This is an optimization exercise on Yosys and OpenROAD, whose aim is small area, a short achievable clock period and few clock cycles, not a production implementation. Only simulation tests tie the RTL to the original design; equivalence was not proved.

===== design/flow/config.mk =====
export PLATFORM = sky130hd
export DESIGN_NAME = omd_fpu
export DESIGN_NICKNAME = omd_fpu
export VERILOG_FILES = /design/flow/design.v
export SDC_FILE = /design/flow/constraint.sdc
export NUM_CORES = 4
export LEC_CHECK = 0
export ABC_AREA = 1
export CAP_MARGIN = 20
export CORE_MARGIN = 2
export CORE_UTILIZATION = 35
export PLACE_DENSITY = 0.5
export SLEW_MARGIN = 20

===== design/flow/constraint.sdc =====
create_clock -name core_clock -period 27.0 [get_ports {clk}]
set_input_delay 5.4000 -clock core_clock [delete_from_list [all_inputs] [get_ports {clk}]]
set_output_delay 5.4000 -clock core_clock [all_outputs]
set_load 0.01 [all_outputs]

===== design/flow/design.v =====
module omd_round (
    input  wire               sign,
    input  wire signed [13:0] bexp,
    input  wire        [54:0] sig,
    output wire        [63:0] result
);
    wire        norm  = (bexp >= 14'sd1);
    wire [13:0] rsh_f = 14'd1 - bexp;
    wire [5:0]  rsh   = norm ? 6'd0 : ((|rsh_f[13:6]) ? 6'd63 : rsh_f[5:0]);
    wire [54:0] sh    = sig >> rsh;
    wire [54:0] lmask = ~({55{1'b1}} << rsh);
    wire        stk   = sh[0] | (|(sig & lmask));
    wire [10:0] efield = norm ? bexp[10:0] : 11'd0;
    wire [62:0] pk     = {efield, sh[53:2]};
    wire        inc    = sh[1] & (stk | sh[2]);
    wire [62:0] rounded = pk + {62'd0, inc};
    wire ovf = (bexp >= 14'sd2047);
    assign result = ovf ? {sign, 11'h7ff, 52'd0} : {sign, rounded};
endmodule
module omd_fpu (
    input  wire        clk,
    input  wire        rst,
    input  wire        in_valid,
    output wire        in_ready,
    input  wire [1:0]  op,
    input  wire [63:0] a,
    input  wire [63:0] b,
    output reg         out_valid,
    output reg  [63:0] result
);
    localparam [63:0] QNAN = 64'h7ff8_0000_0000_0000;
    localparam integer DNS  = 4;
    localparam integer DNIT = 14;
    localparam integer DQW  = DNS * DNIT;
    localparam integer DG   = DQW;
    reg               in_ready_r;
    reg               s0_v;
    reg  [1:0]        s0_op;
    reg  [63:0]       a_r, b_r;
    reg  signed [7:0] eadj;        
    reg               div_run;
    reg  [4:0]        div_cnt;
    reg  [56:0]       dwc;         
    reg  [DQW-1:0]    dqq, dqm;    
    reg  [DNS-1:0]    dgp, dgn;    
    reg  [1:0]        div_spec;
    reg               div_sign;
    reg  [13:0]       div_e;
    assign in_ready = in_ready_r;
    wire        sa = a_r[63];
    wire        sb = b_r[63] ^ (s0_op == 2'd1);
    wire [10:0] ea = a_r[62:52];
    wire [10:0] eb = b_r[62:52];
    wire [51:0] fa = a_r[51:0];
    wire [51:0] fb = b_r[51:0];
    wire a_ez = (ea == 11'd0), b_ez = (eb == 11'd0);
    wire a_em = (ea == 11'h7ff), b_em = (eb == 11'h7ff);
    wire a_fz = (fa == 52'd0), b_fz = (fb == 52'd0);
    wire a_nan = a_em & ~a_fz, b_nan = b_em & ~b_fz;
    wire a_inf = a_em & a_fz,  b_inf = b_em & b_fz;
    wire a_zero = a_ez & a_fz, b_zero = b_ez & b_fz;
    wire a_sub = a_ez & ~a_fz, b_sub = b_ez & ~b_fz;
    reg s1_v, s1_mul, s2_v, s2_mul;
    wire s1_mulq = s1_v & s1_mul;
    wire s2_mulq = s2_v & s2_mul;
    wire s0_is_add = ~s0_op[1];
    wire s0_is_mul = (s0_op == 2'd2);
    wire s0_is_div = (s0_op == 2'd3);
    wire any_sub   = a_sub | b_sub;
    wire norm_now  = s0_v & s0_op[1] & ~div_run & any_sub;
    wire mul_go    = s0_v & s0_is_mul & ~any_sub & ~s1_mulq & ~s2_mulq;
    wire s0_go     = (s0_v & s0_is_add) | mul_go;
    wire div_start = s0_v & s0_is_div & ~div_run & ~any_sub;
    wire div_fin   = div_run & (div_cnt == DNIT);
    wire div_iter  = div_start | (div_run & ~div_fin);
    wire s0_free   = ~s0_v | s0_go | div_fin;
    wire in_a_sub = (a[62:52] == 11'd0);
    wire in_b_sub = (b[62:52] == 11'd0);
    wire accept   = in_valid & in_ready_r;
    wire rdy_acc  = ~op[1] | (~op[0] & ~in_a_sub & ~in_b_sub & ~mul_go & ~s1_mulq);
    wire rdy_hold = s0_is_mul ? (~any_sub & ~s1_mulq) : (div_run & (div_cnt == DNIT - 1));
    wire rdy_next = accept ? rdy_acc : (s0_free ? 1'b1 : rdy_hold);
    wire [56:0] dD = {3'b000, 1'b1, fb, 1'b0};
    wire [56:0] ws [0:DNS];
    wire [56:0] wc [0:DNS];
    wire [DNS-1:0] qp, qn;
    wire [DNS-1:0] qpos, qneg;
    assign ws[0] = {div_run ? a_r[56:52] : 5'b00001, fa};
    assign wc[0] = dwc;
    genvar k, m;
    generate
        for (k = 0; k < DNS; k = k + 1) begin : srt
            wire pos, neg;
            if (k == 0) begin : dir
                wire [3:0] yh = ws[0][55:52] + wc[0][55:52];
                assign pos = ~yh[3];
                assign neg = yh[3] & ~(yh == 4'b1111);
            end else begin : spec
                wire [2:0] cp, cn;
                for (m = 0; m < 3; m = m + 1) begin : cand
                    wire [4:0] tq = (m == 0) ? ~dD[55:51] : (m == 2) ? dD[55:51] : 5'd0;
                    wire [3:0] sq = ws[k-1][54:51] ^ wc[k-1][54:51] ^ tq[4:1];
                    wire [3:0] cq = (ws[k-1][53:50] & wc[k-1][53:50]) | (ws[k-1][53:50] & tq[3:0])
                                  | (wc[k-1][53:50] & tq[3:0]);
                    wire [3:0] yq = sq + cq;
                    assign cp[m] = ~yq[3];
                    assign cn[m] = yq[3] & ~(yq == 4'b1111);
                end
                assign pos = qpos[k-1] ? cp[0] : (qneg[k-1] ? cp[2] : cp[1]);
                assign neg = qpos[k-1] ? cn[0] : (qneg[k-1] ? cn[2] : cn[1]);
            end
            assign qpos[k] = pos;
            assign qneg[k] = neg;
            wire [56:0] s2  = {ws[k][55:0], 1'b0};
            wire [56:0] c2  = {wc[k][55:0], 1'b0};
            wire [56:0] t   = pos ? ~dD : (neg ? dD : 57'd0);
            wire [56:0] cy  = (s2 & c2) | (s2 & t) | (c2 & t);
            assign ws[k+1] = s2 ^ c2 ^ t;
            assign wc[k+1] = {cy[55:0], pos};
            assign qp[DNS-1-k] = pos;
            assign qn[DNS-1-k] = neg;
        end
    endgenerate
    wire [56:0] wrs   = a_r[56:0];
    wire [56:0] wrc   = dwc;
    wire [56:0] wsum  = wrs + wrc;
    wire        wneg  = wsum[56];
    wire        wz0   = (wsum == 57'd0);
    wire        wz1   = ((wsum ^ dD) == {(wsum[55:0] | dD[55:0]), 1'b0});
    wire [DNS+1:0] dval = {2'b00, dgp} - {2'b00, dgn};     
    wire [DNS+1:0] dvm1 = dval - {{(DNS+1){1'b0}}, 1'b1};   
    wire [DQW-1:0] dq_nx = dval[DNS+1] ? {dqm[DQW-1-DNS:0], dval[DNS-1:0]}
                                       : {dqq[DQW-1-DNS:0], dval[DNS-1:0]};
    wire [DQW-1:0] dm_nx = dvm1[DNS+1] ? {dqm[DQW-1-DNS:0], dvm1[DNS-1:0]}
                                       : {dqq[DQW-1-DNS:0], dvm1[DNS-1:0]};
    wire [DG-1:0]  qfull = wneg ? dm_nx : dq_nx;
    wire           rem_nz = wneg ? ~wz1 : ~wz0;
    wire [55:0]    quo_fin;
    wire           div_stk;
    generate
        if (DG == 55) begin : q55
            assign quo_fin = {qfull, 1'b0};
            assign div_stk = rem_nz;
        end else if (DG == 56) begin : q56
            assign quo_fin = qfull;
            assign div_stk = rem_nz;
        end else begin : q57
            assign quo_fin = qfull[56:1];
            assign div_stk = rem_nz | qfull[0];
        end
    endgenerate
    reg [63:0] a_nx, b_nx;
    always @* begin
        a_nx = a_r;
        b_nx = b_r;
        if (in_ready_r) begin
            a_nx = a;
            b_nx = b;
        end else if (norm_now) begin
            if (a_sub) begin
                a_nx[51:0] = {fa[50:0], 1'b0};
                if (fa[51]) a_nx[62:52] = 11'd1;
            end else begin
                b_nx[51:0] = {fb[50:0], 1'b0};
                if (fb[51]) b_nx[62:52] = 11'd1;
            end
        end else if (div_iter) begin
            a_nx[56:0] = ws[DNS];
        end
    end
    always @(posedge clk) begin
        if (rst) begin
            in_ready_r <= 1'b1;
            s0_v       <= 1'b0;
            div_run    <= 1'b0;
        end else begin
            in_ready_r <= rdy_next;
            if (in_ready_r)
                s0_v <= in_valid;
            else if (s0_free)
                s0_v <= 1'b0;
            if (div_fin)
                div_run <= 1'b0;
            else if (div_start)
                div_run <= 1'b1;
        end
        a_r <= a_nx;
        b_r <= b_nx;
        if (in_ready_r) begin
            s0_op <= op;
            eadj  <= 8'sd0;
        end else if (norm_now) begin
            if (a_sub)
                eadj <= eadj - 8'sd1;
            else
                eadj <= s0_is_mul ? eadj - 8'sd1 : eadj + 8'sd1;
        end
        dwc <= div_iter ? wc[DNS] : 57'd0;
        if (div_iter) begin
            dgp     <= qp;
            dgn     <= qn;
            dqq     <= div_run ? dq_nx : {DQW{1'b0}};
            dqm     <= div_run ? dm_nx : {DQW{1'b1}};
            div_cnt <= div_run ? div_cnt + 5'd1 : 5'd1;
        end
        if (div_start) begin
            if (a_nan | b_nan | (a_zero & b_zero) | (a_inf & b_inf))
                div_spec <= 2'd1;
            else if (a_inf | b_zero)
                div_spec <= 2'd2;
            else if (a_zero | b_inf)
                div_spec <= 2'd3;
            else
                div_spec <= 2'd0;
            div_sign <= a_r[63] ^ b_r[63];
            div_e    <= {3'b000, ea} - {3'b000, eb} + {{6{eadj[7]}}, eadj} + 14'd1022;
        end
    end
    reg  [51:0] ma_r;       
    reg  [17:0] mbh_r;      
    reg         y35_r;      
    reg  [54:0] macc_r;
    reg         mstk;
    wire        arr_busy_nx = mul_go | s1_mulq;
    wire [52:0] mx  = {1'b1, ma_r};
    wire [18:0] nmy = mul_go  ? {fb[35:17]} :
                      s1_mulq ? {mbh_r, y35_r} : {b_nx[17:0], 1'b0};
    wire [54:0] accrow = {~macc_r[54], macc_r[53:0]};
    localparam [72:0] BOOTH_K = -((73'd1 << 54) + (73'd1 << 54) + (73'd1 << 56) + (73'd1 << 58)
                                 + (73'd1 << 60) + (73'd1 << 62) + (73'd1 << 64) + (73'd1 << 66)
                                 + (73'd1 << 68) + (73'd1 << 70));
    wire [72:0] brow [0:8];
    wire [16:0] negrow;
    genvar i;
    generate
        for (i = 0; i < 9; i = i + 1) begin : booth
            wire [2:0]  nb3  = nmy[2*i+2:2*i];
            reg         neg, one, two;    
            always @(posedge clk) begin
                neg <= nb3[2];
                one <= nb3[1] ^ nb3[0];
                two <= (nb3 == 3'b100) | (nb3 == 3'b011);
            end
            wire [53:0] mag  = one ? {1'b0, mx} : (two ? {mx, 1'b0} : 54'd0);
            wire [53:0] ppx  = mag ^ {54{neg}};
            assign brow[i] = {{(18-2*i){1'b0}}, ~neg, ppx, {(2*i){1'b0}}};
            if (i < 8) begin : nb
                assign negrow[2*i]   = neg;
                assign negrow[2*i+1] = 1'b0;
            end else begin : nl
                assign negrow[16] = neg;
            end
        end
    endgenerate
    wire [72:0] prod = {18'd0, accrow} + brow[0] + brow[1] + brow[2] + brow[3] + brow[4]
                     + brow[5] + brow[6] + brow[7] + brow[8] + {56'd0, negrow} + BOOTH_K;
    always @(posedge clk) begin
        if (arr_busy_nx) begin
            macc_r <= prod[72:18];
            mstk   <= mstk | (|prod[17:0]);
        end else begin
            macc_r <= 55'd0;
            mstk   <= 1'b0;
        end
        if (mul_go) begin
            mbh_r <= {2'b01, fb[51:36]};
            y35_r <= fb[35];
        end
        if (!arr_busy_nx) begin
            if (in_ready_r)
                ma_r <= a[51:0];
            else if (norm_now & a_sub)
                ma_r <= {fa[50:0], 1'b0};
            else
                ma_r <= fa;
        end
    end
    wire        swap = (b_r[62:0] > a_r[62:0]);
    wire [10:0] xa = a_ez ? 11'd1 : ea;
    wire [10:0] xb = b_ez ? 11'd1 : eb;
    wire [10:0] dab = xa - xb;
    wire [10:0] dba = xb - xa;
    wire [10:0] diff = swap ? dba : dab;
    wire [5:0]  dsh  = ((|diff[10:6]) || (diff[5:0] > 6'd60)) ? 6'd60 : diff[5:0];
    wire [52:0] ma = {~a_ez, fa};
    wire [52:0] mb = {~b_ez, fb};
    wire [52:0] msml = swap ? ma : mb;
    wire [54:0] al_in = {msml, 2'b00};
    wire [54:0] al_lm = ~({55{1'b1}} << dsh);
    wire        al_st = |(al_in & al_lm);
    wire [54:0] al_c  = al_in >> {dsh[5:3], 3'b000};
    reg         add_nan, add_inf, add_zero, add_ssgn;
    always @* begin
        add_nan  = a_nan | b_nan | (a_inf & b_inf & (sa ^ sb));
        add_inf  = a_inf | b_inf;
        add_zero = a_zero & b_zero;
        add_ssgn = add_inf ? (a_inf ? sa : sb) : (sa & sb);
    end
    wire [1:0] add_spec = add_nan ? 2'd1 : add_inf ? 2'd2 : add_zero ? 2'd3 : 2'd0;
    wire       add_sign = (add_spec != 2'd0) ? add_ssgn : (swap ? sb : sa);
    wire [1:0] mul_spec = (a_nan | b_nan | (a_inf & b_zero) | (a_zero & b_inf)) ? 2'd1 :
                          (a_inf | b_inf) ? 2'd2 :
                          (a_zero | b_zero) ? 2'd3 : 2'd0;
    wire [13:0] mul_e = {3'b000, xa} + {3'b000, xb} + {{6{eadj[7]}}, eadj} - 14'd1023;
    reg  [1:0]  s1_spec;
    reg         s1_sign, s1_esub, s1_st;
    reg  [13:0] s1_e;
    reg  [2:0]  s1_dlo;
    reg  [52:0] s1_mbig;
    reg  [54:0] s1_msh;
    always @(posedge clk) begin
        if (rst) s1_v <= 1'b0;
        else     s1_v <= s0_go;
        s1_mul  <= s0_is_mul;
        s1_spec <= s0_is_mul ? mul_spec : add_spec;
        s1_sign <= s0_is_mul ? (a_r[63] ^ b_r[63]) : add_sign;
        s1_e    <= s0_is_mul ? mul_e : {3'b000, swap ? xb : xa};
        s1_esub <= sa ^ sb;
        s1_dlo  <= dsh[2:0];
        s1_st   <= al_st;
        s1_mbig <= swap ? mb : ma;
        s1_msh  <= al_c;
    end
    wire [54:0] al_sh = s1_msh >> s1_dlo;
    wire [56:0] opa   = {1'b0, s1_mbig, 3'b000};
    wire [56:0] opb   = {1'b0, al_sh, s1_st};
    wire [56:0] sum   = s1_esub ? (opa - opb) : (opa + opb);
    reg  [1:0]  s2_spec;
    reg         s2_sign;
    reg  [13:0] s2_e;
    reg  [56:0] s2_sum;
    always @(posedge clk) begin
        if (rst) s2_v <= 1'b0;
        else     s2_v <= s1_v;
        s2_mul  <= s1_mul;
        s2_spec <= s1_spec;
        s2_sign <= s1_sign;
        s2_e    <= s1_e;
        s2_sum  <= sum;
    end
    wire [63:0] nv = {s2_sum, 7'd0};
    wire [7:0]  bnz;
    wire [2:0]  blz [0:7];
    generate
        for (i = 0; i < 8; i = i + 1) begin : lzb
            wire [7:0] by = nv[8*i+7:8*i];
            assign bnz[i] = |by;
            assign blz[i] = by[7] ? 3'd0 : by[6] ? 3'd1 : by[5] ? 3'd2 : by[4] ? 3'd3 :
                            by[3] ? 3'd4 : by[2] ? 3'd5 : by[1] ? 3'd6 : 3'd7;
        end
    endgenerate
    wire [2:0] bsel = bnz[7] ? 3'd7 : bnz[6] ? 3'd6 : bnz[5] ? 3'd5 : bnz[4] ? 3'd4 :
                      bnz[3] ? 3'd3 : bnz[2] ? 3'd2 : bnz[1] ? 3'd1 : 3'd0;
    wire [5:0]  lz   = {~bsel, blz[bsel]};
    wire [63:0] nrm  = nv << lz;
    wire [54:0] add_sig = {nrm[63:10], |nrm[9:7]};
    wire        sum_zero = ~(|bnz);
    reg         s3_v;
    reg  [1:0]  s3_spec;
    reg         s3_sign;
    reg  [13:0] s3_e;
    reg  [69:0] s3_f;
    reg         s3_stk;
    always @(posedge clk) begin
        if (rst) s3_v <= 1'b0;
        else     s3_v <= s2_v | div_fin;
        if (div_fin) begin
            s3_spec <= div_spec;
            s3_sign <= div_sign;
            s3_e    <= div_e;
            s3_f    <= {quo_fin, 14'd0};
            s3_stk  <= div_stk;
        end else if (s2_mul) begin
            s3_spec <= s2_spec;
            s3_sign <= s2_sign;
            s3_e    <= s2_e;
            s3_f    <= prod[69:0];
            s3_stk  <= mstk;
        end else begin
            s3_spec <= (s2_spec == 2'd0 && sum_zero) ? 2'd3 : s2_spec;
            s3_sign <= (s2_spec == 2'd0 && sum_zero) ? 1'b0 : s2_sign;
            s3_e    <= s2_e - {8'd0, lz};
            s3_f    <= {add_sig, 15'd0};
            s3_stk  <= 1'b0;
        end
    end
    wire        hi   = s3_f[69];
    wire [54:0] rsig = hi ? {s3_f[69:16], (|s3_f[15:0]) | s3_stk}
                          : {s3_f[68:15], (|s3_f[14:0]) | s3_stk};
    wire [13:0] rexp = s3_e + {13'd0, hi};
    wire [63:0] rounded;
    omd_round u_round (
        .sign  (s3_sign),
        .bexp  (rexp),
        .sig   (rsig),
        .result(rounded)
    );
    always @(posedge clk) begin
        if (rst) out_valid <= 1'b0;
        else     out_valid <= s3_v;
        case (s3_spec)
            2'd1:    result <= QNAN;
            2'd2:    result <= {s3_sign, 11'h7ff, 52'd0};
            2'd3:    result <= {s3_sign, 63'd0};
            default: result <= rounded;
        endcase
    end
endmodule

===== design/flow/flow/run.sh =====
#!/bin/bash
# Own layout flow: the standard flow (standard.sh, all steps unchanged) run with a
# config that adds to the standard flow's config.mk a setup slack margin for the resizer's
# repair_timing steps, so that they size and buffer the longest paths below the
# clock period. The SDC, the clock period and every other setting stay the standard flow's.
# Gate cloning and buffer removal are left off, so that no register is ever
# duplicated and the port buffers stay.
set -euo pipefail
work="$(pwd)"
{
  cat "$work/config.mk"
  echo "export SETUP_SLACK_MARGIN = 21"
  echo "export SKIP_GATE_CLONING = 1"
  echo "export SKIP_BUFFER_REMOVAL = 1"
} > "$work/config_own.mk"
sed "s#DESIGN_CONFIG=[^ ]*#DESIGN_CONFIG=$work/config_own.mk#" "$work/standard.sh" > "$work/standard_own.sh"
bash "$work/standard_own.sh" > "$work/standard_own.log" 2>&1

===== design/flow/standard.sh =====
#!/bin/bash
# synth_recipe.tcl (not shown) runs the flow's synth.tcl, then flattens the netlist and writes it again
# the make line also repeats each setting of config.mk as NAME=value (left out here)
make -C /OpenROAD-flow-scripts/flow DESIGN_CONFIG=/design/flow/config.mk WORK_HOME=/design/flow/orfs CLKGATE_MAP_FILE= SYNTH_SCRIPT=/design/flow/synth_recipe.tcl "${@:-finish}"

==> results of run 1 <==
-- how the worst max path moves through the flow --
stage | slack [ns] | cells after the start | end
3_3_place_gp | 17.65 | 33 | a_r[22]$_DFFE_PP_
6_report | 20.23 | 39 | s3_f[54]$_DFF_P_
5_1_grt | 20.02 | 34 | a_r[23]$_DFFE_PP_
2_1_floorplan | 20.64 | 6 | booth[8].two$_DFF_P_
3_5_place_dp | 17.55 | 33 | a_r[26]$_DFFE_PP_
4_1_cts | 20.26 | 1 | result[63]
-- sequential cells by signal, indices dropped and copies added (netlist names), 16 cells and up --
name and flops:
mbh_r 16, dwc 56, s1_mbig 53, a_r 64
b_r 64, dqq 52, s2_sum 57, ma_r 52
s1_msh 55, macc_r 55, s3_f 70, dqm 52
result 64
-- per-stage QoR --
| stage | hold slack (ns) | instances | utilization | area [sq um] |
|---|---|---|---|---|
| after floorplan | 0.3096 | 13570 | - | 97350 |
| after global placement | 0.3129 | 16850 | 0.3734 | 102200 |
| after detailed placement | 0.3143 | 16850 | 0.3734 | 102200 |
| after CTS | 0.3283 | 17340 | 0.4129 | 113000 |
| after global routing | 0.3330 | 17530 | 0.4267 | 116700 |
| final | 0.3280 | 17540 | 0.4267 | 116800 |
-- logic make-up (layout without fill, tap and decap cells) --
logic type               count (synthesis)  count (layout)  share of synthesized area
AND/OR/NAND/NOR                       5131            5131                     0.2270
flip-flops                             845             845                     0.2086
buffers and inverters                 2708            3075                     0.1079
adder cells (fa/ha/maj)               1298            1298                     0.2195
multiplexers                            13              13                   0.001392
AO/OA/AOI/OAI                         2804            2804                     0.1650
other                                    0              10                          0
XOR/XNOR                               774             774                    0.07047
-- placed cells by master, fill, tap and decap left out, types with 46 or more instances in the layout --
| cell type | count |
|---|---|
| sky130_fd_sc_hd__a21oi_2 | 46 |
| sky130_fd_sc_hd__nor4_1 | 58 |
| sky130_fd_sc_hd__a21oi_1 | 556 |
| sky130_fd_sc_hd__dfxtp_2 | 54 |
| sky130_fd_sc_hd__nor2_2 | 70 |
| sky130_fd_sc_hd__dfxtp_1 | 462 |
| sky130_fd_sc_hd__o211ai_1 | 122 |
| sky130_fd_sc_hd__or2_2 | 108 |
| sky130_fd_sc_hd__ha_1 | 565 |
| sky130_fd_sc_hd__buf_12 | 111 |
| sky130_fd_sc_hd__a31oi_1 | 50 |
| sky130_fd_sc_hd__nand2_4 | 92 |
| sky130_fd_sc_hd__nand2_2 | 95 |
| sky130_fd_sc_hd__clkdlybuf4s50_1 | 99 |
| sky130_fd_sc_hd__buf_4 | 348 |
| sky130_fd_sc_hd__o21ai_2 | 106 |
| sky130_fd_sc_hd__nor2_1 | 904 |
| sky130_fd_sc_hd__clkinv_1 | 72 |
| sky130_fd_sc_hd__nor3_1 | 98 |
| sky130_fd_sc_hd__inv_1 | 1765 |
| sky130_fd_sc_hd__o21ai_1 | 63 |
| sky130_fd_sc_hd__nand2_1 | 2544 |
| sky130_fd_sc_hd__xnor2_1 | 81 |
| sky130_fd_sc_hd__nand4_1 | 124 |
| sky130_fd_sc_hd__nor2_4 | 51 |
| sky130_fd_sc_hd__inv_2 | 124 |
| sky130_fd_sc_hd__nand3_1 | 850 |
| sky130_fd_sc_hd__o22ai_1 | 455 |
| sky130_fd_sc_hd__o21ai_0 | 1048 |
| sky130_fd_sc_hd__edfxtp_1 | 315 |
| sky130_fd_sc_hd__clkbuf_16 | 115 |
| sky130_fd_sc_hd__ha_4 | 56 |
| sky130_fd_sc_hd__fa_1 | 574 |
| sky130_fd_sc_hd__fa_2 | 76 |
| sky130_fd_sc_hd__xor2_1 | 637 |
| sky130_fd_sc_hd__buf_6 | 173 |
-- metal layers --
metal / vias to the layer above / wire [microns]
li1: 45100 / -
met1: 47120 / 188900
met2: 4903 / 195200
met3: 927 / 43020
met4: 4 / 26170
met5: - / 24
-- area by class of cell --
class | instances | area share
Antenna cell | 10 | 0.0002143
Clock buffer | 143 | 0.02632
Clock inverter | 63 | 0.004361
Inverter | 2032 | 0.06784
Multi-Input combinational cell | 10020 | 0.6102
Sequential cell | 845 | 0.1729
Tap cell | 3589 | 0.03846
Timing Repair Buffer | 837 | 0.07967
-- timing repair --
| action | CTS | global route |
|---|---|---|
| pin swaps | 241 | 243 |
| gates cloned | 0 | 0 |
| hold buffers | 0 | 0 |
| setup buffers | 283 | 188 |
| setup endpoints to repair | 599 | 460 |
| gates resized for setup | 1418 | 561 |
==> run notes, run 1 <==
----------------------------------------------------
[Floorplanning]
  Die Y-Extent ... roughly 530 microns
  Width of the die ... 528.3 microns
  CORE AREA ... 273600 sq um
  I/O Pins ... 199
  Row cnt ... 192
  Total Die Area ... 279100 sq um
  Starting density of the core ... 0.3516

[Placement]
  Dpl hpwl ... 334.6 mm
  Global placer's final weighted congestion ... 1.004
  Setup slack at placement ... 17.55 ns
  Number of port buffers ... between 150 and 200

[Setup path]
  Cell family contributing the most delay on the critical path ... adder cells
  Slowest cell on crit path ... sky130_fd_sc_hd__fa_2
  R2R Setup Slk ... 20.23 ns
  Largest incremental delay on the critical path ... 0.56 ns
  Type of element launching the critical path ... register
  Required time reported for the critical path endpoint ... around 28 ns
  Count of cells along the worst register-to-register path ... 39
  Worst path arrival time ... roughly 7.4 ns
  Class of the most critical setup path ... register to register
  Start point of the critical path ... booth[7].one$_DFF_P_
  R2R Path Start ... booth[7].one$_DFF_P_
  Bufs and invs on worst path ... 12
  Crit Path Max Fanout ... 4
  Endpoint of the lowest-slack register-to-register path ... s3_f[54]$_DFF_P_
  Endpoint type of the worst setup path ... register

[Global route]
  GR Overflow Total ... 0
  Largest net degree at the start of global routing ... 112
  Via count of the first global-routing pass ... 93.34k
  GR Layer Usage met2 ... 0.4824
  Met1 GRT Util ... 0.4209
  Antenna violations before repair ... 26
  Met3 track demand over resource in global routing ... 0.05885
  Total routing resource utilization after global routing ... 0.3130
  GR peak layer ... met2
  First-pass GRT wire length ... 647.0 mm

[Finish]
  Filler cell count ... 27.94k
  Net total in the final layout ... 15.28k
  Total area of sequential cells ... roughly 20000 sq um
  Area taken by multi-input logic gates ... 71260 sq um
  Share of cells above drive strength 1 ... 0.1580
  Synth-to-layout area growth ... 21.38%

[Route]
  Via count of the routed design ... between 90k and 100k
  Post-route antenna net violation count ... 0
  Count of unresolved DRC violations after routing ... 0
  Detail-routed net length per standard cell ... 25.85 microns
  1st-pass router iterations ... 7
  Detailed Route WL ... 453.3 mm
  Detailed Route Iter0 Violations ... 11.69k
  Via density per instance ... between 5 and 6

[STA]
  Achievable frequency ... 0.1476 GHz
  Post-route clock skew ... 0.08751 ns
  Final WS setup ... 20.23 ns
  Final count of negative-setup-slack endpoints ... 0
  Hold Violations, Final ... 0
  Post-Route Setup TNS ... 0 ns
  RSZ-0062 raised after global routing ... true
  Final Max Tran Viols ... 0
  Final worst path period need ... between 6 and 7 ns
  Relative slew slack ... 0.1119
  Period utilisation layout ... 0.2509
  Slew at the pin closest to its max-slew limit ... 1.318 ns

[Clock tree]
  CTS tree ... done
  Clock transition at the register clock pins on the worst setup and hold paths after CTS ... 0.07 ns
  Worst-case clock buffer depth ... 3
  Total number of clock tree sinks ... approximately 850
  Clock latency on the worst-skew pair ... 0.82 ns
  H-tree lvl count ... 3
  Root buf cell ... sky130_fd_sc_hd__clkbuf_16
  Clock buffers created by TritonCTS ... about 110

[Yosys]
  Most numerous cell types in the synthesized netlist ... sky130_fd_sc_hd__nand2_1 (2710), sky130_fd_sc_hd__inv_1 (1866), sky130_fd_sc_hd__o21ai_0 (1207)
  Number of enable flip-flop cells after synthesis ... 315
  Largest cells by area after synthesis ... sky130_fd_sc_hd__fa_1 (14%), sky130_fd_sc_hd__dfxtp_1 (11%), sky130_fd_sc_hd__nand2_1 (11%), sky130_fd_sc_hd__edfxtp_1 (9.8%), sky130_fd_sc_hd__ha_1 (8.4%)
  Post-Syn Area ... 96200 sq um
  Dominant synthesized flop cell ... sky130_fd_sc_hd__dfxtp_1
  Share of Yosys cell area claimed by the top area cell type ... 0.1353
  Average instance area after synthesis ... 7.088 sq um
  Cell accounting for the most synthesized area ... sky130_fd_sc_hd__fa_1
  Number of distinct library cells after synthesis ... 81
  Dominant cell by count in the synthesized netlist ... sky130_fd_sc_hd__nand2_1
  Flip-flop and latch count after synthesis ... 845
  Synthesized Nets ... 15.00k
  Part of the Yosys area used for sequential elements ... 0.2086
  Synthesized instance count ... ~14k
  Synthesis Warnings ... 1
  Share of flip-flops with an asynchronous set or reset after synthesis ... 0

[Status]
  Run status ... timing/DRC/antenna clean

[Hold path]
  Hold-critical path endpoint ... s2_sign$_DFF_P_
  Startpoint of the tightest hold check path ... s1_sign$_DFF_P_
  Classification of the worst-slack hold path ... register to register
  Hold depth ... 0

[Job]
  Max-cap viol count ... 0

----------------------------------------------------
Testbench counts, summed over its fixed seeds: cycles 5,660.
==> run 2: changes to the inputs <==
--- a/design/flow/design.v
+++ b/design/flow/design.v
@@ -41,7 +41,7 @@
     reg               div_run;
     reg  [4:0]        div_cnt;
     reg  [56:0]       dwc;         
-    reg  [DQW-1:0]    dqq, dqm;    
+    reg  [DQW-1:0]    dqq;         
     reg  [DNS-1:0]    dgp, dgn;    
     reg  [1:0]        div_spec;
     reg               div_sign;
@@ -60,6 +60,8 @@
     wire a_inf = a_em & a_fz,  b_inf = b_em & b_fz;
     wire a_zero = a_ez & a_fz, b_zero = b_ez & b_fz;
     wire a_sub = a_ez & ~a_fz, b_sub = b_ez & ~b_fz;
+    reg  [56:0] s2_sum;
+    reg  [52:0] s1_mbig;
     reg s1_v, s1_mul, s2_v, s2_mul;
     wire s1_mulq = s1_v & s1_mul;
     wire s2_mulq = s2_v & s2_mul;
@@ -70,15 +72,16 @@
     wire norm_now  = s0_v & s0_op[1] & ~div_run & any_sub;
     wire mul_go    = s0_v & s0_is_mul & ~any_sub & ~s1_mulq & ~s2_mulq;
     wire s0_go     = (s0_v & s0_is_add) | mul_go;
-    wire div_start = s0_v & s0_is_div & ~div_run & ~any_sub;
-    wire div_fin   = div_run & (div_cnt == DNIT);
-    wire div_iter  = div_start | (div_run & ~div_fin);
-    wire s0_free   = ~s0_v | s0_go | div_fin;
+    reg  div_fin;       
+    wire div_start = s0_v & s0_is_div & ~div_run & ~div_fin & ~any_sub;
+    wire div_last  = div_run & (div_cnt == DNIT - 1);
+    wire div_iter  = div_start | div_run;
+    wire s0_free   = ~s0_v | s0_go | div_last;
     wire in_a_sub = (a[62:52] == 11'd0);
     wire in_b_sub = (b[62:52] == 11'd0);
     wire accept   = in_valid & in_ready_r;
     wire rdy_acc  = ~op[1] | (~op[0] & ~in_a_sub & ~in_b_sub & ~mul_go & ~s1_mulq);
-    wire rdy_hold = s0_is_mul ? (~any_sub & ~s1_mulq) : (div_run & (div_cnt == DNIT - 1));
+    wire rdy_hold = s0_is_mul ? (~any_sub & ~s1_mulq) : (div_run & (div_cnt == DNIT - 2));
     wire rdy_next = accept ? rdy_acc : (s0_free ? 1'b1 : rdy_hold);
     wire [56:0] dD = {3'b000, 1'b1, fb, 1'b0};
     wire [56:0] ws [0:DNS];
@@ -121,14 +124,16 @@
             assign qn[DNS-1-k] = neg;
         end
     endgenerate
-    wire [56:0] wrs   = a_r[56:0];
+    wire [56:0] wrs   = s2_sum;
     wire [56:0] wrc   = dwc;
     wire [56:0] wsum  = wrs + wrc;
     wire        wneg  = wsum[56];
     wire        wz0   = (wsum == 57'd0);
-    wire        wz1   = ((wsum ^ dD) == {(wsum[55:0] | dD[55:0]), 1'b0});
+    wire [56:0] dDf   = {3'b000, s1_mbig, 1'b0};
+    wire        wz1   = ((wsum ^ dDf) == {(wsum[55:0] | dDf[55:0]), 1'b0});
     wire [DNS+1:0] dval = {2'b00, dgp} - {2'b00, dgn};     
     wire [DNS+1:0] dvm1 = dval - {{(DNS+1){1'b0}}, 1'b1};   
+    wire [DQW-1:0] dqm   = dqq - {{(DQW-1){1'b0}}, 1'b1};    
     wire [DQW-1:0] dq_nx = dval[DNS+1] ? {dqm[DQW-1-DNS:0], dval[DNS-1:0]}
                                        : {dqq[DQW-1-DNS:0], dval[DNS-1:0]};
     wire [DQW-1:0] dm_nx = dvm1[DNS+1] ? {dqm[DQW-1-DNS:0], dvm1[DNS-1:0]}
@@ -173,16 +178,18 @@
             in_ready_r <= 1'b1;
             s0_v       <= 1'b0;
             div_run    <= 1'b0;
+            div_fin    <= 1'b0;
         end else begin
             in_ready_r <= rdy_next;
             if (in_ready_r)
                 s0_v <= in_valid;
             else if (s0_free)
                 s0_v <= 1'b0;
-            if (div_fin)
+            if (div_last)
                 div_run <= 1'b0;
             else if (div_start)
                 div_run <= 1'b1;
+            div_fin <= div_last;
         end
         a_r <= a_nx;
         b_r <= b_nx;
@@ -200,7 +207,6 @@
             dgp     <= qp;
             dgn     <= qn;
             dqq     <= div_run ? dq_nx : {DQW{1'b0}};
-            dqm     <= div_run ? dm_nx : {DQW{1'b1}};
             div_cnt <= div_run ? div_cnt + 5'd1 : 5'd1;
         end
         if (div_start) begin
@@ -306,7 +312,6 @@
     reg         s1_sign, s1_esub, s1_st;
     reg  [13:0] s1_e;
     reg  [2:0]  s1_dlo;
-    reg  [52:0] s1_mbig;
     reg  [54:0] s1_msh;
     always @(posedge clk) begin
         if (rst) s1_v <= 1'b0;
@@ -318,7 +323,7 @@
         s1_esub <= sa ^ sb;
         s1_dlo  <= dsh[2:0];
         s1_st   <= al_st;
-        s1_mbig <= swap ? mb : ma;
+        s1_mbig <= (swap | s0_is_div) ? mb : ma;    
         s1_msh  <= al_c;
     end
     wire [54:0] al_sh = s1_msh >> s1_dlo;
@@ -328,7 +333,6 @@
     reg  [1:0]  s2_spec;
     reg         s2_sign;
     reg  [13:0] s2_e;
-    reg  [56:0] s2_sum;
     always @(posedge clk) begin
         if (rst) s2_v <= 1'b0;
         else     s2_v <= s1_v;
@@ -336,7 +340,7 @@
         s2_spec <= s1_spec;
         s2_sign <= s1_sign;
         s2_e    <= s1_e;
-        s2_sum  <= sum;
+        s2_sum  <= div_last ? ws[DNS] : sum;    
     end
     wire [63:0] nv = {s2_sum, 7'd0};
     wire [7:0]  bnz;
--- a/design/flow/flow/run.sh
+++ b/design/flow/flow/run.sh
@@ -9,7 +9,7 @@
 work="$(pwd)"
 {
   cat "$work/config.mk"
-  echo "export SETUP_SLACK_MARGIN = 21"
+  echo "export SETUP_SLACK_MARGIN = 20.2"
   echo "export SKIP_GATE_CLONING = 1"
   echo "export SKIP_BUFFER_REMOVAL = 1"
 } > "$work/config_own.mk"
==> run 2 against run 1 <==
Effect of this change:
- flip-flop and latch count fell by 51
- routed wire length rose by 6.1%
- worst hold slack got worse by 0.0022 ns
- clock-buffer cell count fell by 8
- die area fell by 0.22%
- critical endpoint is now s3_stk$_DFF_P_
==> run notes, run 2 <==
----------------------------------------------------
[Status]
  Run status ... timing/DRC/antenna clean

[Floorplanning]
  I/O Pins ... 199 (unchanged)
  Width of the die ... 527.7 microns (-0.11%)
  CORE AREA ... 273100 sq um (-0.18%)
  Row cnt ... 192 (unchanged)
  Die Y-Extent ... 527.7 microns (-0.11%)
  Starting density of the core ... 0.3514 (about the same)
  Total Die Area ... 278400 sq um (-0.22%)

[Finish]
  Non-filler cells, final ... 17.54k (-0.0057%)
  Filler cell count ... 28.91k (+3.5%)
  Top library cells by usage in the layout, fill and taps aside ... sky130_fd_sc_hd__nand2_1 (2627), sky130_fd_sc_hd__inv_1 (2059), sky130_fd_sc_hd__o21ai_0 (1123), sky130_fd_sc_hd__nor2_1 (994), sky130_fd_sc_hd__nand3_1 (851)
  Share of cells above drive strength 1 ... 0.09832 (-0.05971)
  Register with the most flip-flops ... s3_f
  Synth-to-layout area growth ... 15.99%
  Number of flip-flops in the largest register ... 70 (unchanged)
  Net total in the final layout ... 15.27k (-0.026%)
  Most frequent standard cell in the layout excluding fill and tap cells ... sky130_fd_sc_hd__nand2_1

[Clock tree]
  Root buf cell ... sky130_fd_sc_hd__clkbuf_16
  Clock buffers created by TritonCTS ... 101 (-6.5%)
  H-tree lvl count ... 3 (unchanged)
  Post-CTS Hold Buffers ... 0 (unchanged)
  Clock transition at the register clock pins on the worst setup and hold paths after CTS ... 0.07 ns (about the same)
  Worst-case clock buffer depth ... 3 (unchanged)
  Total number of clock tree sinks ... 794 (-6.0%)
  CTS tree ... done
  Clock latency on the worst-skew pair ... 0.81 ns (about the same)

[Yosys]
  Synthesized Nets ... 15.21k (+1.4%)
  Part of the Yosys area used for sequential elements ... 0.1930 (-0.01559)
  Largest cells by area after synthesis ... sky130_fd_sc_hd__fa_1 (14%), sky130_fd_sc_hd__dfxtp_1 (11%), sky130_fd_sc_hd__nand2_1 (10%), sky130_fd_sc_hd__ha_1 (8.5%), sky130_fd_sc_hd__edfxtp_1 (8.2%)
  Synthesis Warnings ... 1 (unchanged)
  Post-Syn Area ... 95980 sq um (-0.23%)
  Share of flip-flops with an asynchronous set or reset after synthesis ... 0 (unchanged)
  Dominant synthesized flop cell ... sky130_fd_sc_hd__dfxtp_1
  Dominant cell by count in the synthesized netlist ... sky130_fd_sc_hd__nand2_1
  Number of distinct library cells after synthesis ... 77 (-4.9%)
  Flip-flop and latch count after synthesis ... 794 (-6.0%)
  Average instance area after synthesis ... 6.967 sq um (-1.7%)
  Cell accounting for the most synthesized area ... sky130_fd_sc_hd__fa_1
  Most numerous cell types in the synthesized netlist ... sky130_fd_sc_hd__nand2_1 (2679), sky130_fd_sc_hd__inv_1 (2090), sky130_fd_sc_hd__o21ai_0 (1262)
  Number of enable flip-flop cells after synthesis ... 263 (-17%)
  Synthesized instance count ... 13.78k (+1.5%)
  Share of Yosys cell area claimed by the top area cell type ... 0.1354 (about the same)

[Placement]
  Global placer's final weighted congestion ... 1.018 (+1.5%)
  Total instance count after detailed placement ... 17.07k (+1.3%)
  Dpl hpwl ... 367.4 mm (+9.8%)
  Number of port buffers ... 198 (unchanged)
  Setup slack at placement ... 18.07 ns (+0.5218 ns)

[STA]
  Relative slew slack ... 0.1200 (+0.008123)
  Final worst path period need ... 6.845 ns (+0.07020 ns)
  Post-route clock skew ... 0.06102 ns (-0.02649 ns)
  Final count of negative-setup-slack endpoints ... 0 (unchanged)
  Slew at the pin closest to its max-slew limit ... 1.306 ns (-0.01206 ns)
  Final Max Tran Viols ... 0 (unchanged)
  Hold Violations, Final ... 0 (unchanged)
  Final WS setup ... 20.16 ns (-0.07020 ns)
  Period utilisation layout ... 0.2535 (+0.002600)
  RSZ-0062 raised after global routing ... true
  Achievable frequency ... 0.1461 GHz (-1.0%)
  Post-Route Setup TNS ... 0 ns (unchanged)

[Setup path]
  Most used cell, CP ... sky130_fd_sc_hd__nand2_1
  Required time reported for the critical path endpoint ... 27.66 ns (+0.03 ns)
  Slowest cell on crit path ... sky130_fd_sc_hd__o21ai_0
  Class of the most critical setup path ... register to register
  Endpoint type of the worst setup path ... register
  Chain of cells forming the critical path ... ha_1, inv_1, o21ai_0, a21oi_1, o21ai_0, nand2_1, nand2_1, nand2_1, nand2_1, a21oi_1, o21ai_0, a21oi_1, o21ai_0, xnor2_1, ha_1, xor2_1, nand4_1, or4_1, nor3_1, a41o_1, nand2_1, nand2_1, nand2_1
  Largest incremental delay on the critical path ... 0.77 ns (+0.21 ns)
  Crit Path Max Fanout ... 6 (+2)
  Bufs and invs on worst path ... 1 (-11)
  Type of element launching the critical path ... register
  Cell family contributing the most delay on the critical path ... compound AO/OA/AOI/OAI gates
  Worst path arrival time ... 7.50 ns (+0.10 ns)

[Route]
  Detailed Route Iter0 Violations ... 10.72k (-8.3%)
  1st-pass router iterations ... 9 (+2)
  Via count of the routed design ... 98.30k (+0.24%)
  Post-route antenna net violation count ... 0 (unchanged)
  Count of unresolved DRC violations after routing ... 0 (unchanged)
  Detail-routed net length per standard cell ... 27.43 microns (+6.1%)
  Via density per instance ... 5.605 (+0.25%)
  Detailed Route WL ... 481.0 mm (+6.1%)

[Global route]
  GR Overflow Total ... 0 (unchanged)
  First-pass GRT wire length ... 676.8 mm (+4.6%)
  Largest net degree at the start of global routing ... 101 (-9.8%)
  Antenna violations before repair ... 47 (+81%)
  Via count of the first global-routing pass ... 93.59k (+0.27%)
  Total routing resource utilization after global routing ... 0.3322 (+0.01924)

[Job]
  Max-cap viol count ... 0 (unchanged)

[Hold path]
  Classification of the worst-slack hold path ... register to register

----------------------------------------------------
## run 2: cell types whose count changed in the layout (fill, tap and decap cells not counted), moves of 57 or more
cell / delta
sky130_fd_sc_hd__inv_1: +294
sky130_fd_sc_hd__inv_2: -60
sky130_fd_sc_hd__o21ai_0: +75
sky130_fd_sc_hd__buf_6: -147
sky130_fd_sc_hd__xor2_1: +57
sky130_fd_sc_hd__nand2_1: +83
sky130_fd_sc_hd__dlygate4sd2_1: +57
sky130_fd_sc_hd__nand2_4: -75
sky130_fd_sc_hd__nor2_1: +90
## run 2: through the flow
step                      hold WS, ns  area (sq um)  utilization
after floorplan                0.3096         96000            -
after global placement         0.3100        101400       0.3711
after detailed placement       0.3128        101400       0.3711
after CTS                      0.3260        108200       0.3962
after global routing           0.3319        111300       0.4075
final                          0.3258        111300       0.4076
## run 2: metal layers
layer	global-route usage	vias up	wire length (microns)
met1	0.4297	47210	194800
li1	-	45160	-
met3	0.05779	1124	41200
met4	0.2049	16	37690
met2	0.5139	4780	207200
met5	0	-	125
## run 2: worst paths after layout
path	slack (ns)	cells past startpoint	end	from
min reg2reg	0.33	0	s2_spec[1]$_DFF_P_	s1_spec[1]$_DFF_P_
max reg2reg	20.16	23	s3_stk$_DFF_P_	s2_sum[4]$_DFF_P_
max	20.16	23	s3_stk$_DFF_P_	s2_sum[4]$_DFF_P_
min	0.33	0	s2_spec[1]$_DFF_P_	s1_spec[1]$_DFF_P_
## run 2: worst register-to-register path, cell delays in order, from the launching register on
cell	delay, ns
sky130_fd_sc_hd__dfxtp_1	0.66
sky130_fd_sc_hd__ha_1	0.25
sky130_fd_sc_hd__inv_1	0.09
sky130_fd_sc_hd__o21ai_0	0.17
sky130_fd_sc_hd__a21oi_1	0.09
sky130_fd_sc_hd__o21ai_0	0.28
sky130_fd_sc_hd__nand2_1	0.09
sky130_fd_sc_hd__nand2_1	0.18
sky130_fd_sc_hd__nand2_1	0.08
sky130_fd_sc_hd__nand2_1	0.39
sky130_fd_sc_hd__a21oi_1	0.37
sky130_fd_sc_hd__o21ai_0	0.61
sky130_fd_sc_hd__a21oi_1	0.30
sky130_fd_sc_hd__o21ai_0	0.77
sky130_fd_sc_hd__xnor2_1	0.19
sky130_fd_sc_hd__ha_1	0.33
sky130_fd_sc_hd__xor2_1	0.15
sky130_fd_sc_hd__nand4_1	0.16
sky130_fd_sc_hd__or4_1	0.59
sky130_fd_sc_hd__nor3_1	0.39
sky130_fd_sc_hd__a41o_1	0.23
sky130_fd_sc_hd__nand2_1	0.06
sky130_fd_sc_hd__nand2_1	0.21
sky130_fd_sc_hd__nand2_1	0.08
## run 2: cell families after synthesis
| kind of cell | after synthesis | share of synthesized area |
|---|---|---|
| AND/OR/NAND/NOR | 5088 | 0.2250 |
| multiplexers | 24 | 0.002542 |
| flip-flops | 794 | 0.1930 |
| AO/OA/AOI/OAI | 2867 | 0.1690 |
| adder cells (fa/ha/maj) | 1302 | 0.2205 |
| XOR/XNOR | 820 | 0.07482 |
| buffers and inverters | 2882 | 0.1152 |
## run 2: timing repair
action,CTS,global route
setup buffers,119,127
pin swaps,79,164
setup endpoints to repair,417,284
endpoints found under the hold margin,0,0
gates resized for setup,573,433
## run 2: final cells by class
class	count	area, sq um	share of cell area
Antenna cell	25	62.56	0.0005619
Clock buffer	135	2904	0.02608
Clock inverter	56	596.8	0.005361
Inverter	2200	8474	0.07612
Multi-Input combinational cell	10100	69320	0.6226
Sequential cell	794	18580	0.1669
Tap cell	3589	4491	0.04033
Timing Repair Buffer	638	6909	0.06206
Testbench counts of run 2, summed over its fixed seeds: cycles 5,577.
==> run 3: changes to the inputs <==
--- a/design/flow/design.v
+++ b/design/flow/design.v
@@ -169,9 +169,9 @@
                 b_nx[51:0] = {fb[50:0], 1'b0};
                 if (fb[51]) b_nx[62:52] = 11'd1;
             end
-        end else if (div_iter) begin
-            a_nx[56:0] = ws[DNS];
         end
+        if (div_iter & ~in_ready_r)
+            a_nx[56:0] = ws[DNS];
     end
     always @(posedge clk) begin
         if (rst) begin
@@ -368,18 +368,18 @@
     always @(posedge clk) begin
         if (rst) s3_v <= 1'b0;
         else     s3_v <= s2_v | div_fin;
-        if (div_fin) begin
-            s3_spec <= div_spec;
-            s3_sign <= div_sign;
-            s3_e    <= div_e;
-            s3_f    <= {quo_fin, 14'd0};
-            s3_stk  <= div_stk;
-        end else if (s2_mul) begin
+        if (s2_mul) begin
             s3_spec <= s2_spec;
             s3_sign <= s2_sign;
             s3_e    <= s2_e;
             s3_f    <= prod[69:0];
             s3_stk  <= mstk;
+        end else if (div_fin) begin
+            s3_spec <= div_spec;
+            s3_sign <= div_sign;
+            s3_e    <= div_e;
+            s3_f    <= {quo_fin, 14'd0};
+            s3_stk  <= div_stk;
         end else begin
             s3_spec <= (s2_spec == 2'd0 && sum_zero) ? 2'd3 : s2_spec;
             s3_sign <= (s2_spec == 2'd0 && sum_zero) ? 1'b0 : s2_sign;
==> run 3 against run 2 <==
Effect of this change:
- routed wire length is 2.2% lower
- non-clock buffer count is 60 lower
- synthesized cell count grew 2.3%
==> run notes, run 3 <==
----------------------------------------------------
[Floorplanning]
  CORE AREA ... 276300 sq um (+1.1%)
  Starting density of the core ... 0.3518 (+0.0003519)
  I/O Pins ... 199 (unchanged)
  Width of the die ... 530.9 microns (+0.61%)
  Die Y-Extent ... 530.9 microns (+0.61%)
  Row cnt ... 193 (+0.52%)
  Total Die Area ... 281900 sq um (+1.2%)

[Finish]
  Number of flip-flops in the largest register ... 70 (unchanged)
  Net total in the final layout ... 15.51k (+1.6%)
  Share of cells above drive strength 1 ... 0.08290 (-0.01542)
  Register with the most flip-flops ... s3_f
  Top library cells by usage in the layout, fill and taps aside ... sky130_fd_sc_hd__nand2_1 (2770), sky130_fd_sc_hd__inv_1 (2116), sky130_fd_sc_hd__o21ai_0 (1174), sky130_fd_sc_hd__nor2_1 (1070), sky130_fd_sc_hd__nand3_1 (861)
  Most frequent standard cell in the layout excluding fill and tap cells ... sky130_fd_sc_hd__nand2_1
  Synth-to-layout area growth ... 14.58%
  Final core utilization ... 0.4030 (-0.004552)

[Yosys]
  Dominant cell by count in the synthesized netlist ... sky130_fd_sc_hd__nand2_1
  Synthesis Warnings ... 1 (unchanged)
  Share of Yosys cell area claimed by the top area cell type ... 0.1337 (-0.001659)
  Synthesized instance count ... 14.09k (+2.3%)
  Flip-flop and latch count after synthesis ... 794 (unchanged)
  Number of distinct library cells after synthesis ... 69 (-10%)
  Largest cells by area after synthesis ... sky130_fd_sc_hd__fa_1 (13%), sky130_fd_sc_hd__nand2_1 (11%), sky130_fd_sc_hd__dfxtp_1 (11%), sky130_fd_sc_hd__ha_1 (8.4%), sky130_fd_sc_hd__inv_1 (8.3%)
  Synthesized Nets ... 15.53k (+2.1%)
  Post-Syn Area ... 97170 sq um (+1.2%)
  Cell accounting for the most synthesized area ... sky130_fd_sc_hd__fa_1
  Dominant synthesized flop cell ... sky130_fd_sc_hd__dfxtp_1
  Average instance area after synthesis ... 6.896 sq um (-1.0%)
  Part of the Yosys area used for sequential elements ... 0.1907 (-0.002366)
  Most numerous cell types in the synthesized netlist ... sky130_fd_sc_hd__nand2_1 (2833), sky130_fd_sc_hd__inv_1 (2136), sky130_fd_sc_hd__o21ai_0 (1249)
  Share of flip-flops with an asynchronous set or reset after synthesis ... 0 (unchanged)
  Number of enable flip-flop cells after synthesis ... 263 (unchanged)

[Setup path]
  R2R Setup Slk ... 20.18 ns (+0.02 ns)
  Endpoint type of the worst setup path ... register
  Slowest cell on crit path ... sky130_fd_sc_hd__a21oi_1
  Start point of the critical path ... b_r[20]$_DFFE_PP_
  Required time reported for the critical path endpoint ... 27.66 ns (about the same)
  Bufs and invs on worst path ... 5 (+4)
  Endpoint of the lowest-slack register-to-register path ... booth[6].two$_DFF_P_
  Most used cell, CP ... sky130_fd_sc_hd__nand2_1
  Cell family contributing the most delay on the critical path ... simple AND/OR/NAND/NOR gates
  Crit Path Max Fanout ... 14 (+8)
  Worst path arrival time ... 7.48 ns (-0.02 ns)
  Count of cells along the worst register-to-register path ... 20 (-13%)
  Chain of cells forming the critical path ... inv_1, nand4_1, nor3_1, nand4_1, nor3_1, nand3_1, inv_1, o21ai_0, nand2_1, nor2_1, nand2_1, buf_4, inv_1, a21oi_1, nand2_1, a22oi_1, inv_1, ha_1, nand2_1, nand2_1
  Largest incremental delay on the critical path ... 0.90 ns (+0.13 ns)
  R2R Path Start ... b_r[20]$_DFFE_PP_
  Critical path endpoint ... booth[6].two$_DFF_P_
  Class of the most critical setup path ... register to register
  Type of element launching the critical path ... register
  Stages on the worst setup path ... 20 (-13%)

[Clock tree]
  Worst-case clock buffer depth ... 3 (unchanged)
  Post-CTS Hold Buffers ... 0 (unchanged)
  Total number of clock tree sinks ... 794 (unchanged)
  Clock transition at the register clock pins on the worst setup and hold paths after CTS ... 0.06 ns (about the same)
  Clock buffers created by TritonCTS ... 103 (+2.0%)
  Clock latency on the worst-skew pair ... 0.82 ns (about the same)
  H-tree lvl count ... 3 (unchanged)
  CTS tree ... done
  Root buf cell ... sky130_fd_sc_hd__clkbuf_16

[STA]
  Final worst path period need ... 6.824 ns (-0.02040 ns)
  Post-Route Setup TNS ... 0 ns (unchanged)
  Final Max Tran Viols ... 0 (unchanged)
  Slew at the pin closest to its max-slew limit ... 1.292 ns (-0.01405 ns)
  Final count of negative-setup-slack endpoints ... 0 (unchanged)
  Achievable frequency ... 0.1465 GHz (+0.30%)
  Relative slew slack ... 0.1295 (+0.009466)
  RSZ-0062 raised after global routing ... true
  Hold Violations, Final ... 0 (unchanged)
  Period utilisation layout ... 0.2527 (-0.0007556)
  Post-route clock skew ... 0.06816 ns (+0.007139 ns)

[Route]
  Via count of the routed design ... 99.24k (+0.96%)
  Via density per instance ... 5.548 (-1.0%)
  Count of unresolved DRC violations after routing ... 0 (unchanged)
  Detail-routed net length per standard cell ... 26.30 microns (-4.1%)
  Detailed Route Iter0 Violations ... 11.16k (+4.1%)
  1st-pass router iterations ... 8 (-1)
  Detailed Route WL ... 470.5 mm (-2.2%)
  Post-route antenna net violation count ... 0 (unchanged)

[Placement]
  Number of port buffers ... 198 (unchanged)
  Dpl hpwl ... 349.7 mm (-4.8%)
  Global placer's final weighted congestion ... 1.005 (-1.3%)

[Job]
  Max-cap viol count ... 0 (unchanged)

[Global route]
  Total routing resource utilization after global routing ... 0.3215 (-0.01076)
  First-pass GRT wire length ... 663.6 mm (-2.0%)
  Largest net degree at the start of global routing ... 105 (+4.0%)
  GR Overflow Total ... 0 (unchanged)
  Via count of the first global-routing pass ... 93.64k (+0.051%)
  Antenna violations before repair ... 27 (-43%)

[Hold path]
  Classification of the worst-slack hold path ... register to register

[Status]
  Run status ... timing/DRC/antenna clean

----------------------------------------------------
run 3: layer usage:
| layer | global-route usage | share of wire | up-vias |
|---|---|---|---|
| met3 | 0.05324 | 0.085 | 1047 |
| met2 | 0.4964 | 0.43 | 4749 |
| met1 | 0.4241 | 0.41 | 47520 |
| li1 | - | - | 45930 |
| met4 | 0.1828 | 0.070 | 4 |
| met5 | 0 | 0.000047 | - |
run 3: layout make-up:
| class | count | area (sq um) |
|---|---|---|
| Antenna cell | 21 | 52.55 |
| Clock buffer | 141 | 3000 |
| Clock inverter | 51 | 624.3 |
| Fill cell | 29600 | 164900 |
| Inverter | 2266 | 8700 |
| Multi-Input combinational cell | 10330 | 69240 |
| Sequential cell | 794 | 18570 |
| Tap cell | 3705 | 4636 |
| Timing Repair Buffer | 578 | 6520 |
run 3: what timing repair did:
item                       in CTS  in global routing
resized for setup             410                360
setup buffers                  94                119
setup endpoints to repair     399                298
gates cloned                    0                  0
pin swaps                      22                116
hold endpoints to repair        0                  0
run 3: through the flow:
stage | setup slack, ns | cell area, sq um | cells | hold slack [ns]
after floorplan | 20.21 | 97190 | 14090 | 0.3096
after global placement | 17.99 | 102400 | 17460 | 0.3110
after detailed placement | 17.94 | 102400 | 17460 | 0.3121
after CTS | 20.07 | 108500 | 17750 | 0.3072
after global routing | 20.07 | 111300 | 17870 | 0.3174
final | 20.18 | 111300 | 17890 | 0.3218
run 3: worst min-delay path by stage:
stage                        start                to  slack, ns  cells after the start
2_1_floorplan      s1_e[0]$_DFF_P_   s2_e[0]$_DFF_P_       0.31                      0
3_3_place_gp       s1_e[6]$_DFF_P_   s2_e[6]$_DFF_P_       0.31                      0
3_5_place_dp       s1_e[9]$_DFF_P_   s2_e[9]$_DFF_P_       0.31                      0
4_1_cts        s1_e[12]$_SDFF_PN0_  s2_e[12]$_DFF_P_       0.31                      0
5_1_grt        s1_e[12]$_SDFF_PN0_  s2_e[12]$_DFF_P_       0.32                      0
6_report       s1_e[12]$_SDFF_PN0_  s2_e[12]$_DFF_P_       0.32                      0
run 3: worst register-to-register path: stages (launching register included):
cell and delay, ns:
sky130_fd_sc_hd__edfxtp_1 0.56, sky130_fd_sc_hd__inv_1 0.39, sky130_fd_sc_hd__nand4_1 0.24, sky130_fd_sc_hd__nor3_1 0.31, sky130_fd_sc_hd__nand4_1 0.29, sky130_fd_sc_hd__nor3_1 0.82
sky130_fd_sc_hd__nand3_1 0.60, sky130_fd_sc_hd__inv_1 0.19, sky130_fd_sc_hd__o21ai_0 0.25, sky130_fd_sc_hd__nand2_1 0.31, sky130_fd_sc_hd__nor2_1 0.17, sky130_fd_sc_hd__nand2_1 0.12
sky130_fd_sc_hd__buf_4 0.24, sky130_fd_sc_hd__inv_1 0.49, sky130_fd_sc_hd__a21oi_1 0.94, sky130_fd_sc_hd__nand2_1 0.12, sky130_fd_sc_hd__a22oi_1 0.31, sky130_fd_sc_hd__inv_1 0.08
sky130_fd_sc_hd__ha_1 0.18, sky130_fd_sc_hd__nand2_1 0.06, sky130_fd_sc_hd__nand2_1 0.05
run 3: cell families after synthesis:
logic type,Yosys count,synth area share
flip-flops,794,0.1907
adder cells (fa/ha/maj),1302,0.2178
buffers and inverters,2966,0.1171
AND/OR/NAND/NOR,5325,0.2326
XOR/XNOR,811,0.07310
AO/OA/AOI/OAI,2882,0.1676
multiplexers,11,0.001185
Testbench counts of run 3, summed over its fixed seeds: cycles 5,577.
==> run 4: changes to the inputs <==
--- a/design/flow/flow/run.sh
+++ b/design/flow/flow/run.sh
@@ -9,7 +9,7 @@
 work="$(pwd)"
 {
   cat "$work/config.mk"
-  echo "export SETUP_SLACK_MARGIN = 20.2"
+  echo "export SETUP_SLACK_MARGIN = 20.6"
   echo "export SKIP_GATE_CLONING = 1"
   echo "export SKIP_BUFFER_REMOVAL = 1"
 } > "$work/config_own.mk"
==> run 4 against run 3 <==
Effect of this change:
- sequential share of layout area fell by 0.72 points
- design area rose by 4.8%
- critical endpoint is now s3_f[61]$_DFF_P_
- routed wire length rose by 1.5%
- highest routed layer unchanged
- clock skew rose by 0.0031 ns
==> run notes, run 4 <==
----------------------------------------------------
[Status]
  Run status ... timing/DRC/antenna clean

[Clock tree]
  Clock latency on the worst-skew pair ... 0.80 ns (-0.02 ns)
  Worst-case clock buffer depth ... 3 (unchanged)
  CTS tree ... done
  Root buf cell ... sky130_fd_sc_hd__clkbuf_16
  Clock transition at the register clock pins on the worst setup and hold paths after CTS ... 0.06 ns (about the same)
  H-tree lvl count ... 3 (unchanged)

[Yosys]
  Synthesized instance count ... 14.09k (unchanged)
  Dominant synthesized flop cell ... sky130_fd_sc_hd__dfxtp_1
  Synthesis Warnings ... 1 (unchanged)
  Post-Syn Area ... 97170 sq um (unchanged)
  Largest cells by area after synthesis ... sky130_fd_sc_hd__fa_1 (13%), sky130_fd_sc_hd__nand2_1 (11%), sky130_fd_sc_hd__dfxtp_1 (11%), sky130_fd_sc_hd__ha_1 (8.4%), sky130_fd_sc_hd__inv_1 (8.3%)
  Flip-flop and latch count after synthesis ... 794 (unchanged)
  Share of flip-flops with an asynchronous set or reset after synthesis ... 0 (unchanged)
  Dominant cell by count in the synthesized netlist ... sky130_fd_sc_hd__nand2_1
  Synthesized Nets ... 15.53k (unchanged)
  Cell accounting for the most synthesized area ... sky130_fd_sc_hd__fa_1

[Route]
  Via density per instance ... 5.587 (+0.70%)
  1st-pass router iterations ... 9 (+1)
  Post-route antenna net violation count ... 0 (unchanged)
  Detailed Route WL ... 477.4 mm (+1.5%)
  Count of unresolved DRC violations after routing ... 0 (unchanged)
  Detail-routed net length per standard cell ... 26.37 microns (+0.27%)

[Global route]
  GR peak layer ... met2
  GR Overflow Total ... 0 (unchanged)
  Met3 track demand over resource in global routing ... 0.06645 (+0.01322)
  Total routing resource utilization after global routing ... 0.3270 (+0.005514)
  Antenna violations before repair ... 31 (+15%)
  Via count of the first global-routing pass ... 95.57k (+2.1%)

[Finish]
  Final core utilization ... 0.4225 (+0.01941)
  Share of cells above drive strength 1 ... 0.1366 (+0.05365)
  Most frequent standard cell in the layout excluding fill and tap cells ... sky130_fd_sc_hd__nand2_1
  Non-filler cells, final ... 18.10k (+1.2%)
  Net total in the final layout ... 15.74k (+1.5%)
  Top library cells by usage in the layout, fill and taps aside ... sky130_fd_sc_hd__nand2_1 (2701), sky130_fd_sc_hd__inv_1 (2043), sky130_fd_sc_hd__o21ai_0 (1099), sky130_fd_sc_hd__nor2_1 (1025), sky130_fd_sc_hd__nand3_1 (853)
  Number of flip-flops in the largest register ... 70 (unchanged)
  Synth-to-layout area growth ... 20.10%

[Setup path]
  Worst path arrival time ... 7.36 ns (-0.12 ns)
  Most used cell, CP ... sky130_fd_sc_hd__nand2_2
  Class of the most critical setup path ... register to register
  Crit Path Max Fanout ... 8 (-6)
  Largest incremental delay on the critical path ... 0.50 ns (-0.40 ns)
  Required time reported for the critical path endpoint ... 27.67 ns (about the same)
  Count of cells along the worst register-to-register path ... 42 (+110%)
  Endpoint type of the worst setup path ... register
  R2R Setup Slk ... 20.31 ns (+0.13 ns)
  R2R Path Start ... booth[0].one$_DFF_P_
  Slowest cell on crit path ... sky130_fd_sc_hd__fa_1

[STA]
  RSZ-0062 raised after global routing ... true
  Hold Violations, Final ... 0 (unchanged)
  Post-route clock skew ... 0.07124 ns (+0.003077 ns)
  Final worst path period need ... 6.690 ns (-0.1339 ns)
  Relative slew slack ... 0.06867 (-0.06080)
  Achievable frequency ... 0.1495 GHz (+2.0%)
  Final count of negative-setup-slack endpoints ... 0 (unchanged)
  Period utilisation layout ... 0.2478 (-0.004959)

[Placement]
  Global placer's final weighted congestion ... 1.005 (about the same)
  Dpl hpwl ... 346.6 mm (-0.89%)
  Number of port buffers ... 198 (unchanged)
  Total instance count after detailed placement ... 17.46k (-0.011%)

[Floorplanning]
  Total Die Area ... 281900 sq um (unchanged)
  Die Y-Extent ... 530.9 microns (unchanged)
  CORE AREA ... 276300 sq um (unchanged)
  I/O Pins ... 199 (unchanged)
  Width of the die ... 530.9 microns (unchanged)

[Hold path]
  Startpoint of the tightest hold check path ... s1_spec[0]$_DFF_P_
  Hold depth ... 0 (unchanged)
  Hold-critical path endpoint ... s2_spec[0]$_DFF_P_

[Job]
  Max-cap viol count ... 0 (unchanged)

----------------------------------------------------
## run 4: per-layer routing
metal  wire length [microns]  vias to the layer above
li1                        -                    46350
met5                     471                        -
met3                   44650                     1156
met2                  204700                     5143
met4                   35780                       24
met1                  191800                    48470
## run 4: how the worst max path moves through the flow
stage,startpoint,endpoint,slack [ns]
6_report,booth[0].one$_DFF_P_,s3_f[61]$_DFF_P_,20.31
5_1_grt,b_r[51]$_DFFE_PP_,a_r[44]$_DFFE_PP_,20.10
4_1_cts,in_ready_r$_SDFF_PP1_,in_ready,20.31
3_5_place_dp,div_run$_SDFFE_PP0P_,a_r[3]$_DFFE_PP_,18.43
3_3_place_gp,div_run$_SDFFE_PP0P_,a_r[4]$_DFFE_PP_,18.49
2_1_floorplan,b_r[51]$_DFFE_PP_,a_r[15]$_DFFE_PP_,20.58
## run 4: logic make-up after synthesis
group,share of synthesized area
AOI/OAI and AO/OA,0.1676
buffers and inverters,0.1171
and+or+nand+nor,0.2326
adders and majority gates,0.2178
DFF,0.1907
muxes,0.001185
xor gates and xnor gates,0.07310
## run 4: what timing repair did
item	4_1_cts	5_1_grt
pin swaps	197	272
endpoints found under the hold margin	0	0
setup endpoints to repair	557	408
gates resized for setup	985	770
setup buffers	306	137
## run 4: layout make-up
type                            count  area (sq um)
Multi-Input combinational cell  10330         71960
Sequential cell                   794         18630
Tap cell                         3705          4636
Antenna cell                        7         17.52
Timing Repair Buffer              804          9084
Inverter                         2266          8695
Fill cell                       28920        159500
Clock inverter                     58         688.2
Clock buffer                      137          2997
## run 4: metrics by stage
stage	area (sq um)	worst slack (ns)	hold WS, ns
floorplan	97340	20.58	0.3096
global placement	102400	18.49	0.3106
detailed placement	102400	18.43	0.3121
CTS	112500	20.31	0.3220
global route	116700	20.10	0.3249
finish	116700	20.31	0.3225
## run 4: critical path, delay by kind of cell (launching register included)
kind | cells | cell delay [ns]
fa+ha+maj | 6 | 2.23
simple gates | 22 | 2.05
compound gates | 5 | 0.78
buf+inv | 7 | 0.72
xor+xnor | 2 | 0.42
flops | 1 | 0.35

[re-timing with driven ports]
Ports are ideal in the flow. The routed layouts listed here were re-timed in OpenROAD. Step 1, drivers: a clkbuf_16 drives clk and a buf_2 each remaining input, both assumed. Step 2, shift: input delay + t, output delay - t, t = (earliest + latest rising clock arrival at the registers) / 2. This alone moves slack from input paths to output paths. Three values: ideal ports, drivers, drivers and shift; two values: the first two.
run | t, ns | setup slack, ns | worst register clock-pin slew, ns | cell pins on the clock port's net
run 1 | 0.890 | 20.226 / 20.225 / 20.082 | 0.08 / 0.08 | 1
run 2 | 0.871 | 20.156 / 20.062 / 19.302 | 0.07 / 0.07 | 1
run 3 | 0.889 | 20.176 / 20.158 / 19.404 | 0.08 / 0.08 | 1
run 4 | 0.862 | 20.310 / 20.262 / 19.767 | 0.07 / 0.07 | 1
After both steps every run listed still meets setup and hold. The setup slack of run 2, which loses most, moves by -0.094 ns with the drivers and by -0.854 ns with both steps.
